From an optimization exercise on the open Yosys and OpenROAD flow, aimed at small area, a short achievable clock period and few clock cycles per item; shortcuts taken in it are not production practice. Only simulation tests tie the RTL to the original design; equivalence was not proved. No activity file was given, so power comes from the tool's default toggle rates.

Design pan_volume_mixer, start of the top module:
module pan_volume_mixer (
    input  wire               clk,
    input  wire               rst,           
    input  wire               in_valid,
    output wire               in_ready,
    input  wire               in_play,       
    input  wire signed [15:0] in_sample,     
    input  wire               in_am_en,      
    input  wire        [2:0]  in_am_depth,   
    input  wire        [7:0]  in_am_phase,   
    input  wire        [9:0]  in_eg_level,   
    input  wire        [3:0]  in_pan,        
    input  wire        [6:0]  in_tl,         
    output reg                out_valid,
    output reg  signed [15:0] out_l,
    output reg  signed [15:0] out_r
);
export LEC_CHECK = 0
export CAP_MARGIN = 20
export CORE_MARGIN = 2
export CORE_UTILIZATION = 40
export SLEW_MARGIN = 20
export SYNTH_MEMORY_MAX_BITS = 65536
create_clock -name core_clock -period 30.0 [get_ports {clk}]
standard.sh (not shown) runs the stock make flow with config.mk's settings and CLKGATE_MAP_FILE= SYNTH_SCRIPT=/design/flow/synth_recipe.tcl, a recipe that flattens the netlist after the stock synthesis.
==> flow/flow/run.sh <==
#!/bin/bash
# Own flow: the standard layout (standard.sh), with
#  - the synthesis run through flow/synth_wrap.tcl, which only swaps the ABC
#    mapping script for the area-oriented flow/area.abc (registers are mapped
#    before ABC and stay exactly as the standard synthesis makes them);
#  - Yosys's synth without its internal quick ABC pass (-noabc), so that the
#    adder extraction sees the multiplier trees' full adders as written;
#  - the port buffers as plain buf_2 cells.
set -euo pipefail
W=$(pwd)
export FLOW_WORK=$W
export FLOW_ABC_SCRIPT=$W/flow/area.abc
bash standard.sh SYNTH_SCRIPT=$W/flow/synth_wrap.tcl SYNTH_ARGS=-noabc \
  "BUFFER_PORTS_ARGS=-buffer_cell sky130_fd_sc_hd__buf_2" finish > $W/flow_make.log 2>&1
==> flow/flow/area.abc <==
strash
dc2
strash
&get -n
&dch -f
&nf {D}
&put
==> flow/flow/synth_wrap.tcl <==
# The standard synthesis (synth_recipe.tcl, unchanged), with one difference:
# the final ABC mapping runs the area-oriented script in flow/area.abc
# instead of ORFS's delay-oriented one. Registers are mapped before ABC and
# are left exactly as the standard synthesis makes them.
proc abc {args} {
  set i [lsearch -exact $args -script]
  if {$i >= 0} {
    set args [lreplace $args $i [expr {$i + 1}] -script $::env(FLOW_ABC_SCRIPT)]
  }
  yosys abc {*}$args
}
source $::env(FLOW_WORK)/synth_recipe.tcl
Testbench counts at the start, summed over its fixed seeds: cycles 35,888, slots 35,840.
Change:
--- a/flow/flow/run.sh
+++ b/flow/flow/run.sh
@@ -11,4 +11,4 @@
 export FLOW_WORK=$W
 export FLOW_ABC_SCRIPT=$W/flow/area.abc
-bash standard.sh SYNTH_SCRIPT=$W/flow/synth_wrap.tcl SYNTH_ARGS=-noabc \
+bash standard.sh SYNTH_SCRIPT=$W/flow/synth_wrap.tcl SYNTH_ARGS=-noabc SETUP_SLACK_MARGIN=23.1 CORE_UTILIZATION=45 CTS_CLUSTER_SIZE=20 CTS_CLUSTER_DIAMETER=80 \
   "BUFFER_PORTS_ARGS=-buffer_cell sky130_fd_sc_hd__buf_2" finish > $W/flow_make.log 2>&1
Result: Global-route usage climbs by 2.6 points; setup slack gets better by 340 ps; final cell count went down by 2.9%; utilization climbs by 5.1 points; routed wire length falls by 2.2%; area after synthesis does not change.
Change:
--- a/flow/flow/run.sh
+++ b/flow/flow/run.sh
@@ -11,4 +11,4 @@
 export FLOW_WORK=$W
 export FLOW_ABC_SCRIPT=$W/flow/area.abc
-bash standard.sh SYNTH_SCRIPT=$W/flow/synth_wrap.tcl SYNTH_ARGS=-noabc SETUP_SLACK_MARGIN=23.1 CORE_UTILIZATION=45 CTS_CLUSTER_SIZE=20 CTS_CLUSTER_DIAMETER=80 \
+bash standard.sh SYNTH_SCRIPT=$W/flow/synth_wrap.tcl SYNTH_ARGS=-noabc SETUP_SLACK_MARGIN=22.9 CORE_UTILIZATION=45 CTS_CLUSTER_SIZE=30 CTS_CLUSTER_DIAMETER=100 \
   "BUFFER_PORTS_ARGS=-buffer_cell sky130_fd_sc_hd__buf_2" finish > $W/flow_make.log 2>&1
Via count rose by 0.43%.
Setup slack degrades by 64 ps.
Count of clock-buffer cells in the layout fell by 7.
Change:
--- a/flow/flow/run.sh
+++ b/flow/flow/run.sh
@@ -11,4 +11,4 @@
 export FLOW_WORK=$W
 export FLOW_ABC_SCRIPT=$W/flow/area.abc
-bash standard.sh SYNTH_SCRIPT=$W/flow/synth_wrap.tcl SYNTH_ARGS=-noabc SETUP_SLACK_MARGIN=22.9 CORE_UTILIZATION=45 CTS_CLUSTER_SIZE=30 CTS_CLUSTER_DIAMETER=100 \
+bash standard.sh SYNTH_SCRIPT=$W/flow/synth_wrap.tcl SYNTH_ARGS=-noabc SETUP_SLACK_MARGIN=23.1 CORE_UTILIZATION=45 PLACE_DENSITY=0.75 CTS_CLUSTER_SIZE=30 CTS_CLUSTER_DIAMETER=100 \
   "BUFFER_PORTS_ARGS=-buffer_cell sky130_fd_sc_hd__buf_2" finish > $W/flow_make.log 2>&1
What happened: Cell count increases by 0.38%. Worst hold slack gets better by 3.5 ps. Via count increases by 1.9%. Synthesized area does not change. Global-route usage decreases by 0.34 points. Flip-flop and latch count is unchanged. Total power increases by 1.6%.

-- separate check: timing with driven ports --
Ports are ideal in the flow. The routed layouts listed here were re-timed in OpenROAD.
Step 1 sets driving cells, clkbuf_16 on the clock port and buf_2 on the other inputs (assumed; they add their load-dependent delay and slew).
Step 2 moves the port delays by t, midway between the first and last clock arrival at a register: inputs arrive t later, outputs are due t later. That takes back most of the time a late clock gives input paths.
a / b / c = ideal ports / drivers / drivers and shift; a / b = the first two.
| run | t, ns | slack for setup (ns) | worst hold slack (ns) | worst setup path at the end | worst slew at a driven data input, ns |
|---|---|---|---|---|---|
| the first run | 0.634 | 22.615 / 22.615 / 22.615 | 0.325 / 0.325 / 0.325 | register to register | 0.06 |
| the second run | 0.641 | 22.958 / 22.893 / 23.366 | 0.326 / 0.326 / 0.326 | input to register | 0.04 |
| the third run | 0.622 | 22.894 / 22.827 / 23.337 | 0.329 / 0.329 / 0.329 | register to register | 0.04 |
| the fourth run | 0.607 | 22.976 / 22.910 / 23.366 | 0.333 / 0.333 / 0.333 | input to register | 0.06 |
After both steps every run listed still meets setup and hold.
